Background: an optimization exercise with open tools, aiming at small area. Do not read the settings as production practice.
In this exercise RTL edits were held to simulation tests only and were not proved equivalent to the original.
Power figures rest on the tool's default switching activity, not on a simulated workload.

## crc_link
module crc_link (
    input  wire        clk,
    input  wire        rst,
    input  wire        op_valid,
    input  wire [3:0]  op_code,
    input  wire [7:0]  op_arg,
    input  wire        tick,
    output wire [5:0]  stat,          
    output wire [2:0]  op_status,
    output reg  [15:0] crc,
    output reg  [2:0]  rx_err,
    output reg  [7:0]  rx_len,
    output wire [15:0] rx_crc_calc,
    output wire [15:0] rx_crc_recv,
    output wire        txm_re,
    output wire [7:0]  txm_addr,
    input  wire [7:0]  txm_rdata,
    output wire        rxm_we,
    output wire [8:0]  rxm_addr,
    output wire [7:0]  rxm_wdata,
    output wire        txd,
    input  wire        rxd
);
    function [15:0] crc_step;
        input [15:0] c;
        input [7:0]  d;
        reg   [7:0]  x;
        begin
            x = c[15:8] ^ d;
            x = x ^ {4'h0, x[7:4]};
            crc_step = {c[7:0], 8'h00} ^ {x[3:0], 12'h000} ^ {3'b000, x, 5'b00000}
                     ^ {8'h00, x};
        end
    endfunction
    wire op_crc_init = op_valid && (op_code == 4'h1);
    wire op_crc_byte = op_valid && (op_code == 4'h2);
    wire op_tx_frame = op_valid && (op_code == 4'h4);
    wire op_rx_start = op_valid && (op_code == 4'h5);
    always @(posedge clk) begin
        if (rst || op_crc_init)
            crc <= 16'h0000;
        else if (op_crc_byte)
            crc <= crc_step(crc, op_arg);
    end
    localparam [2:0] T_IDLE = 3'd0, T_S = 3'd1, T_H0 = 3'd2, T_H1 = 3'd3,
                     T_PY = 3'd4, T_CH = 3'd5, T_CL = 3'd6, T_E = 3'd7;
    reg  [2:0]  tp;       
    reg  [7:0]  ta;       
    reg  [7:0]  tlen;
    reg  [15:0] tcrc;     
    reg  [10:0] tsr;
    reg  [2:0]  tbc;      
    wire tx_busy  = |tp;
    wire t_idle   = ~|tsr[10:1];
  ...
Settings: LEC_CHECK=0, CAP_MARGIN=20, CORE_MARGIN=2, CORE_UTILIZATION=40, CTS_BUF_LIST=sky130_fd_sc_hd__clkbuf_8, CTS_CLUSTER_DIAMETER=60, CTS_CLUSTER_SIZE=25, SLEW_MARGIN=20; clock period 10.0 ns.
standard.sh (not shown) runs the stock make flow with config.mk's settings and CLKGATE_MAP_FILE= SYNTH_SCRIPT=/design/flow/synth_recipe.tcl, a recipe that flattens the netlist after the stock synthesis.
==> flow/flow/run.sh <==
#!/bin/bash
set -euo pipefail
cd "$(dirname "$0")/.."
export BUFFER_PORTS_ARGS="-buffer_cell sky130_fd_sc_hd__buf_1"
export CTS_ARGS="-sink_clustering_enable -repair_clock_nets -dont_use_dummy_load -sink_clustering_size 35 -sink_clustering_max_diameter 60 -buf_list sky130_fd_sc_hd__clkbuf_16"
bash standard.sh > standard.log 2>&1
Change:
==> flow/run.sh (new file) <==
#!/bin/bash
# synth_recipe.tcl (not shown) runs the flow's synth.tcl, then flattens the netlist and writes it again
# the make line also repeats each setting of config.mk as NAME=value (left out here)
make -C /OpenROAD-flow-scripts/flow DESIGN_CONFIG=/design/flow/config.mk WORK_HOME=/design/flow/orfs CLKGATE_MAP_FILE= SYNTH_SCRIPT=/design/flow/synth_recipe.tcl finish
Settings changed: ABC_AREA set to 1, CTS_BUF_LIST sky130_fd_sc_hd__clkbuf_8 to not set, CTS_CLUSTER_DIAMETER 60 to not set, CTS_CLUSTER_SIZE 25 to not set.
removed: flow/flow/run.sh
removed: flow/standard.sh
Routed wire length goes up by 14%.
Combinational power falls by 9.3%.
Global-route usage grows by 1.9 points.
Clock skew shrinks by 0.032 ns.
Utilization increases by 4.0 points.
Final area is higher by 12%.
Sequential cell count is unchanged.
Area after synthesis increases by 2.5%.
Register-to-register slack got worse by 0.07 ns.
Synthesized cell count went up by 33%.
Hold slack is about the same.

---

crc_link, a different RTL version from the one above (not shown whole).
For scale: about 770 cells after synthesis, roughly 120 I/O pins, roughly 0.0089 sq mm of cells after synthesis.
Design crc_link, start of the top module:
module crc_link (
    input  wire        clk,
    input  wire        rst,
    input  wire        op_valid,
    input  wire [3:0]  op_code,
    input  wire [7:0]  op_arg,
    input  wire        tick,
    output wire [5:0]  stat,          
    output wire [2:0]  op_status,
    output reg  [15:0] crc,
    output reg  [2:0]  rx_err,
    output reg  [7:0]  rx_len,
    output wire [15:0] rx_crc_calc,
    output wire [15:0] rx_crc_recv,
    output wire        txm_re,
    output wire [7:0]  txm_addr,
    input  wire [7:0]  txm_rdata,
    output wire        rxm_we,
    output wire [8:0]  rxm_addr,
    output wire [7:0]  rxm_wdata,
    output wire        txd,
    input  wire        rxd
);
Settings: LEC_CHECK=0, CAP_MARGIN=0, CORE_MARGIN=2, CORE_UTILIZATION=40, SLEW_MARGIN=0; clock period 10.0 ns.
==> flow/flow/run.sh <==
#!/bin/bash
# The standard layout (standard.sh) with these changes to how the layout
# is made:
#  - an area-oriented ABC script (flow/area.abc) maps the combinational logic;
#    the rest of synthesis is synth_recipe.tcl unchanged, so the registers are
#    the standard synthesis's;
#  - yosys's pass-through buffers (insbuf) and the port buffers use the
#    smallest buffer cell, sky130_fd_sc_hd__buf_1;
#  - clock-tree settings for a small clock tree without dummy loads.
# standard.sh's output goes to standard.log here; ORFS keeps each step's log
# under orfs/logs/.
set -euo pipefail
cd "$(dirname "$0")/.."
W=$PWD
export BUFFER_PORTS_ARGS="-buffer_cell sky130_fd_sc_hd__buf_1"
export CTS_ARGS="-sink_clustering_enable -repair_clock_nets -dont_use_dummy_load -sink_clustering_size 24 -sink_clustering_max_diameter 100 -buf_list sky130_fd_sc_hd__clkbuf_16"
{
  printf 'proc abc {args} {\n'
  printf '  set i [lsearch -exact $args -script]\n'
  printf '  if {$i >= 0} { lset args [expr {$i + 1}] %s }\n' "$W/flow/area.abc"
  printf '  yosys abc {*}$args\n}\n'
  cat synth_recipe.tcl
} > own_synth.tcl
sed -e "s|SYNTH_SCRIPT=[^ ]*|SYNTH_SCRIPT=$W/own_synth.tcl MIN_BUF_CELL_AND_PORTS='sky130_fd_sc_hd__buf_1 A X'|" \
  standard.sh > own_standard.sh
grep -q "SYNTH_SCRIPT=$W/own_synth.tcl MIN_BUF" own_standard.sh
bash own_standard.sh > standard.log 2>&1
==> flow/flow/area.abc <==
&get -n
&st
&deepsyn -J 100 -T 600
&dch -f
&nf -a -F 8 -A 16
&st
&dch -f
&nf -a -F 8 -A 16
&st
&dch -f
&nf -a -F 8 -A 16
&put
The baseline passed the timing, DRC and antenna checks.
Then changed:
==> flow/flow/run.sh (replaced) <==
#!/bin/bash
# The standard layout (standard.sh) with three changes to how the layout is
# made: an area-oriented ABC script for the combinational logic (flow/area.abc;
# the rest of synthesis is synth_recipe.tcl unchanged), the smallest buffer cell
# for the port buffers, and clock-tree settings for a small clock tree.
# standard.sh's own output goes to standard.log; ORFS keeps each step's log
# under orfs/logs/.
set -euo pipefail
cd "$(dirname "$0")/.."
W=$PWD
export BUFFER_PORTS_ARGS="-buffer_cell sky130_fd_sc_hd__buf_1"
export CTS_ARGS="-sink_clustering_enable -repair_clock_nets -dont_use_dummy_load -sink_clustering_size 30 -sink_clustering_max_diameter 120 -buf_list sky130_fd_sc_hd__clkbuf_16"
{
  printf 'proc abc {args} {\n'
  printf '  set i [lsearch -exact $args -script]\n'
  printf '  if {$i >= 0} { lset args [expr {$i + 1}] %s }\n' "$W/flow/area.abc"
  printf '  yosys abc {*}$args\n}\n'
  cat synth_recipe.tcl
} > own_synth.tcl
sed "s|SYNTH_SCRIPT=[^ ]*|SYNTH_SCRIPT=$W/own_synth.tcl|" standard.sh > own_standard.sh
grep -q "SYNTH_SCRIPT=$W/own_synth.tcl" own_standard.sh
bash own_standard.sh > standard.log 2>&1
--- a/flow/config.mk
+++ b/flow/config.mk
@@ -8 +8 @@
-export CAP_MARGIN = 0
+export CAP_MARGIN = 20
@@ -10,2 +10,2 @@
-export CORE_UTILIZATION = 40
-export SLEW_MARGIN = 0
+export CORE_UTILIZATION = 60
+export SLEW_MARGIN = 20
The new run produced a clean layout; non-clock buffer count decreases by 2; total power decreases by 1.6%; worst setup slack loses 0.30 ns; global-route usage increases by 7.7 points; clock power decreases by 6.2%; clock-buffer cell count decreases by 1; cell count decreases by 8.4%; wire length decreases by 1.3%; sequential power is about the same; design area decreases by 1.5%; synthesized area increases by 0.38%.

---

red:
The RTL this note starts from:
==> flow/design.v <==
module crc_link (
    input  wire        clk,
    input  wire        rst,
    input  wire        op_valid,
    input  wire [3:0]  op_code,
    input  wire [7:0]  op_arg,
    input  wire        tick,
    output wire [5:0]  stat,          
    output wire [2:0]  op_status,
    output reg  [15:0] crc,
    output reg  [2:0]  rx_err,
    output reg  [7:0]  rx_len,
    output wire [15:0] rx_crc_calc,
    output wire [15:0] rx_crc_recv,
    output wire        txm_re,
    output wire [7:0]  txm_addr,
    input  wire [7:0]  txm_rdata,
    output wire        rxm_we,
    output wire [8:0]  rxm_addr,
    output wire [7:0]  rxm_wdata,
    output wire        txd,
    input  wire        rxd
);
    function [15:0] crc_step;
        input [15:0] c;
        input [7:0]  d;
        reg   [7:0]  x;
        begin
            x = c[15:8] ^ d;
            x = x ^ {4'h0, x[7:4]};
            crc_step = {c[7:0], 8'h00} ^ {x[3:0], 12'h000} ^ {3'b000, x, 5'b00000}
                     ^ {8'h00, x};
        end
    endfunction
    wire op_crc_init = op_valid && (op_code == 4'h1);
    wire op_crc_byte = op_valid && (op_code == 4'h2);
    wire op_tx_frame = op_valid && (op_code == 4'h4);
    wire op_rx_start = op_valid && (op_code == 4'h5);
    always @(posedge clk) begin
        if (rst || op_crc_init)
            crc <= 16'h0000;
        else if (op_crc_byte)
            crc <= crc_step(crc, op_arg);
    end
    localparam [2:0] T_IDLE = 3'd0, T_S = 3'd1, T_H0 = 3'd2, T_H1 = 3'd3,
                     T_PY = 3'd4, T_CH = 3'd5, T_CL = 3'd6, T_E = 3'd7;
    reg  [2:0]  tp;       
    reg  [7:0]  ta;       
    reg  [7:0]  tlen;
    reg  [15:0] tcrc;     
    reg  [10:0] tsr;
    reg  [2:0]  tbc;      
    wire tx_busy  = |tp;
    wire t_idle   = ~|tsr[10:1];
    wire t_fetch  = tsr[10] & tsr[0];
    wire t_start  = tsr[10] & ~tsr[0];    
    wire t_adv    = tx_busy & t_idle;
    wire t_more   = (ta != tlen);
    wire t_crc    = tp[2] & ~(tp[1] & tp[0]);  
    reg  [2:0]  tp_next;
    always @* begin
        case (tp)
            T_S:     tp_next = T_H0;
            T_H0:    tp_next = T_H1;
            T_H1,
            T_PY:    tp_next = t_more ? T_PY : T_CH;
            T_CH:    tp_next = T_CL;
            T_CL:    tp_next = T_E;
            default: tp_next = T_IDLE;
        endcase
    end
    reg  [7:0]  t_byte;
    always @* begin
        case (tp)
            T_H0:    t_byte = 8'h02;
            T_H1:    t_byte = tlen;
            T_PY:    t_byte = txm_rdata;
            T_CH,
            T_CL:    t_byte = tcrc[15:8];
            default: t_byte = 8'h03;
        endcase
    end
    assign txm_re   = t_adv && (tp == T_H1 || tp == T_PY) && t_more;
    assign txm_addr = ta;
    assign txd      = tsr[0];
    wire t_bit = tsr[tbc + 4'd1];
    wire t_fb  = tcrc[15] ^ t_bit;
    always @(posedge clk) begin
        if (rst) begin
            tp   <= T_IDLE;
            tsr  <= 11'd1;
            tcrc <= 16'h0000;
        end else begin
            if (!tx_busy) begin
                if (op_tx_frame) begin
                    tp   <= T_S;
                    tlen <= op_arg;
                    ta   <= 8'h00;
                end
            end else if (t_adv) begin
                tp <= tp_next;
                if (tp != T_E)
                    tsr[10] <= 1'b1;
            end
            if (t_fetch) begin
                tsr <= {2'b11, t_byte, 1'b0};
                if (tp == T_PY)
                    ta <= ta + 8'd1;
            end else if (!t_idle && tbc == 3'd0) begin
                tsr <= {1'b0, tsr[10:1]};
            end
            if (t_start && t_crc)
                tcrc <= {tcrc[14:0], 1'b0} ^ (t_fb ? 16'h1021 : 16'h0000);
        end
        tbc <= t_fetch ? 3'd7 : tbc - 3'd1;
    end
    reg         rxd_m, rxd_s;
    reg  [10:0] rsr;
    reg  [2:0]  rbc;
    wire r_done  = rsr[0];
    wire r_ready = r_done | ~|rsr[10:1];
    wire urx_push = r_done & rsr[10];
    wire urx_ferr = r_done & ~rsr[10];
    wire [7:0] urx_data = rsr[9:2];
    always @(posedge clk) begin
        if (rst) begin
            rxd_m <= 1'b1;
            rxd_s <= 1'b1;
            rsr   <= 11'd0;
        end else begin
            rxd_m <= rxd;
            rxd_s <= rxd_m;
            if (r_ready)
                rsr <= rxd_s ? 11'd0 : 11'h400;
            else if (rbc == 3'd0)
                rsr <= {rxd_s, rsr[10:1]};
        end
        rbc <= r_ready ? 3'd3 : rbc - 3'd1;
    end
    reg  [63:0] fmem;
    reg  [3:0]  fcnt;
    wire       f_ne    = ~fcnt[3];
    wire       f_full  = (fcnt == 4'd7);
    wire       f_push  = urx_push & ~f_full;
    wire       f_ovr   = urx_push & f_full;
    wire [7:0] f_dout  = fmem[{fcnt[2:0], 3'b000} +: 8];
    wire       f_pop;
    always @(posedge clk) begin
        if (f_push)
            fmem <= {fmem[55:0], urx_data};
        if (rst)
            fcnt <= 4'hF;
        else if (f_push != f_pop)
            fcnt <= f_push ? fcnt + 4'd1 : fcnt - 4'd1;
    end
    reg  ferr_flag, ovr_flag;
    reg  d_rcv, d_done;
    wire rx_go = op_rx_start && !d_rcv;
    always @(posedge clk) begin
        if (rst) begin
            ferr_flag <= 1'b0;
            ovr_flag  <= 1'b0;
        end else begin
            if (urx_ferr)
                ferr_flag <= 1'b1;
            else if (rx_go)
                ferr_flag <= 1'b0;
            if (f_ovr)
                ovr_flag <= 1'b1;
            else if (rx_go)
                ovr_flag <= 1'b0;
        end
    end
    localparam [6:0] TIM_LAST = 7'b1001011;   
    reg  [8:0]  dcnt;
    reg  [6:0]  dtim;     
    reg  [15:0] rcrc;
    reg  [7:0]  p1, p2;   
    wire link_err = ferr_flag | ovr_flag;
    assign f_pop  = d_rcv & ~link_err & f_ne;
    wire d_at1    = (dcnt == 9'd1);
    wire [6:0] de_a   = dcnt[8:2];
    wire [6:0] de_b   = ~{1'b0, rx_len[7:2]};
    wire       d_end  = (dcnt[1:0] == rx_len[1:0]) &&
                        ((de_a ^ de_b) == {de_a[5:0] | de_b[5:0], 1'b0});
    wire d_badhdr = d_at1 & (p1 != 8'h02);
    wire d_crcen  = (|dcnt[8:2]) & ~d_end;
    wire d_fin    = f_pop & (d_badhdr | d_end);
    wire d_tmo    = tick & (dtim == TIM_LAST) & ~d_fin;
    wire [6:0] dtim_next = {dtim[5:0], ~(dtim[6] ^ dtim[5])};
    wire [2:0] d_verdict = d_badhdr            ? 3'd3 :
                           (f_dout != 8'h03)   ? 3'd5 :
                           (rcrc == {p2, p1})  ? 3'd0 : 3'd4;
    always @(posedge clk) begin
        if (rst) begin
            d_rcv  <= 1'b0;
            d_done <= 1'b0;
            rx_len <= 8'h00;
            rx_err <= 3'd0;
        end else if (!d_rcv) begin
            if (rx_go) begin
                d_rcv  <= 1'b1;
                d_done <= 1'b0;
                rx_len <= 8'h00;
                rx_err <= 3'd0;
            end
        end else if (link_err) begin
            d_rcv  <= 1'b0;
            d_done <= 1'b1;
            rx_err <= 3'd1;
        end else begin
            if (f_pop && d_at1 && !d_badhdr)
                rx_len <= f_dout;
            if (d_fin) begin
                d_rcv  <= 1'b0;
                d_done <= 1'b1;
                rx_err <= d_verdict;
            end else if (d_tmo) begin
                d_rcv  <= 1'b0;
                d_done <= 1'b1;
                rx_err <= 3'd2;
            end
        end
    end
    always @(posedge clk) begin
        if (rx_go) begin
            dcnt <= 9'd0;
            dtim <= 7'd0;
            rcrc <= 16'h0000;
        end else begin
            if (f_pop) begin
                dcnt <= dcnt + 9'd1;
                if (!d_end)
                    {p2, p1} <= {p1, f_dout};
                if (d_crcen)
                    rcrc <= crc_step(rcrc, p2);
            end
            if (d_rcv && !link_err && tick)
                dtim <= dtim_next;
        end
    end
    wire crc_vis = d_done & ~rx_err[1] & ~rx_err[0];    
    assign rx_crc_calc = crc_vis ? rcrc : 16'h0000;
    assign rx_crc_recv = crc_vis ? {p2, p1} : 16'h0000;
    assign rxm_we      = f_pop;
    assign rxm_addr    = dcnt;
    assign rxm_wdata   = f_dout;
    reg ost;
    always @(posedge clk) begin
        if (rst)
            ost <= 1'b0;
        else if (op_tx_frame)
            ost <= tx_busy;
        else if (op_rx_start)
            ost <= d_rcv;
    end
    assign op_status = {2'b00, ost};
    assign stat = {ovr_flag, ferr_flag, f_ne, d_done, d_rcv, tx_busy};
endmodule
==> flow/config.mk <==
export PLATFORM = sky130hd
export DESIGN_NAME = crc_link
export DESIGN_NICKNAME = crc_link
export VERILOG_FILES = /design/flow/design.v
export SDC_FILE = /design/flow/constraint.sdc
export NUM_CORES = 4
export LEC_CHECK = 0
export CAP_MARGIN = 20
export CORE_MARGIN = 2
export CORE_UTILIZATION = 40
export SLEW_MARGIN = 20
==> flow/constraint.sdc <==
create_clock -name core_clock -period 10.0 [get_ports {clk}]
set_input_delay 2.0000 -clock core_clock [delete_from_list [all_inputs] [get_ports {clk}]]
set_output_delay 2.0000 -clock core_clock [all_outputs]
set_load 0.01 [all_outputs]
==> flow/flow/run.sh <==
#!/bin/bash
# The standard layout (standard.sh) with these changes to how the layout
# is made:
#  - an area-oriented ABC script (flow/area.abc) maps the combinational logic;
#    the rest of synthesis is synth_recipe.tcl unchanged, so the registers are
#    the standard synthesis's;
#  - yosys's pass-through buffers (insbuf) and the port buffers use the
#    smallest buffer cell, sky130_fd_sc_hd__buf_1;
#  - clock-tree settings for a small clock tree without dummy loads.
# standard.sh's output goes to standard.log here; ORFS keeps each step's log
# under orfs/logs/.
set -euo pipefail
cd "$(dirname "$0")/.."
W=$PWD
export BUFFER_PORTS_ARGS="-buffer_cell sky130_fd_sc_hd__buf_1"
export CTS_ARGS="-sink_clustering_enable -repair_clock_nets -dont_use_dummy_load -sink_clustering_size 24 -sink_clustering_max_diameter 100 -buf_list sky130_fd_sc_hd__clkbuf_16"
{
  printf 'proc abc {args} {\n'
  printf '  set i [lsearch -exact $args -script]\n'
  printf '  if {$i >= 0} { lset args [expr {$i + 1}] %s }\n' "$W/flow/area.abc"
  printf '  yosys abc {*}$args\n}\n'
  cat synth_recipe.tcl
} > own_synth.tcl
sed -e "s|SYNTH_SCRIPT=[^ ]*|SYNTH_SCRIPT=$W/own_synth.tcl MIN_BUF_CELL_AND_PORTS='sky130_fd_sc_hd__buf_1 A X'|" \
  standard.sh > own_standard.sh
grep -q "SYNTH_SCRIPT=$W/own_synth.tcl MIN_BUF" own_standard.sh
bash own_standard.sh > standard.log 2>&1
==> flow/flow/area.abc <==
&get -n
&st
&deepsyn -J 2000 -T 3000
&dch -f
&nf -a -F 8 -A 16
&st
&dch -f
&nf -a -F 8 -A 16
&st
&dch -f
&nf -a -F 8 -A 16
&put
red: no failed stages, no open violations at the end
Input-level comparison between blue and red:
# red
export LEC_CHECK = 0
export CAP_MARGIN = 20
export CORE_MARGIN = 2
export CORE_UTILIZATION = 40
export SLEW_MARGIN = 20
create_clock -name core_clock -period 10.0 [get_ports {clk}]
# blue
export LEC_CHECK = 0
export CAP_MARGIN = 20
export CORE_MARGIN = 2
export CORE_UTILIZATION = 70
export SLEW_MARGIN = 20
create_clock -name core_clock -period 10.0 [get_ports {clk}]
--- a/flow/flow/run.sh
+++ b/flow/flow/run.sh
@@ -16 +16 @@
-export CTS_ARGS="-sink_clustering_enable -repair_clock_nets -dont_use_dummy_load -sink_clustering_size 24 -sink_clustering_max_diameter 100 -buf_list sky130_fd_sc_hd__clkbuf_16"
+export CTS_ARGS="-sink_clustering_enable -repair_clock_nets -dont_use_dummy_load -sink_clustering_size 30 -sink_clustering_max_diameter 40 -buf_list sky130_fd_sc_hd__clkbuf_16"
--- a/flow/flow/area.abc
+++ b/flow/flow/area.abc
@@ -3 +3 @@
-&deepsyn -J 2000 -T 3000
+&deepsyn -J 100 -T 600
Notes after the runs:
blue ended with more critical path arrival than red.
The depth of the most critical reg-to-reg path in blue was lower than what red gave.
Per the comparison of blue with red, global routing usage on met2 up 26 points; worst setup slack after layout lower.

-- separate check: timing with driven ports --
The results above use ideal ports. As a check the final layouts listed here were re-extracted and re-timed, cells and wires unchanged.
Step 1 assumes that a clkbuf_16 drives the clock port and a buf_2 every other input.
Step 2, shift: input delay + t, output delay - t, t = (earliest + latest rising clock arrival at the registers) / 2. This alone moves slack from input paths to output paths.
Slacks: no drivers / after step 1 / after step 2; pairs: no drivers / after step 1.
run | t, ns | slack for setup (ns) | worst data-port slew with drivers (ns)
the first run of note 1 | 0.521 | 5.678 / 5.632 / 6.006 | 0.03
the second run of note 1 | 0.554 | 4.813 / 4.767 / 5.322 | 0.05
the first run of note 2 | 0.498 | 5.510 / 5.467 / 5.526 | 0.05
the second run of note 2 | 0.472 | 5.212 / 5.169 / 5.304 | 0.05
red | 0.502 | 5.363 / 5.317 / 5.443 | 0.03
blue | 0.549 | 5.210 / 5.166 / 5.347 | 0.03
After both steps every run listed still meets setup and hold.
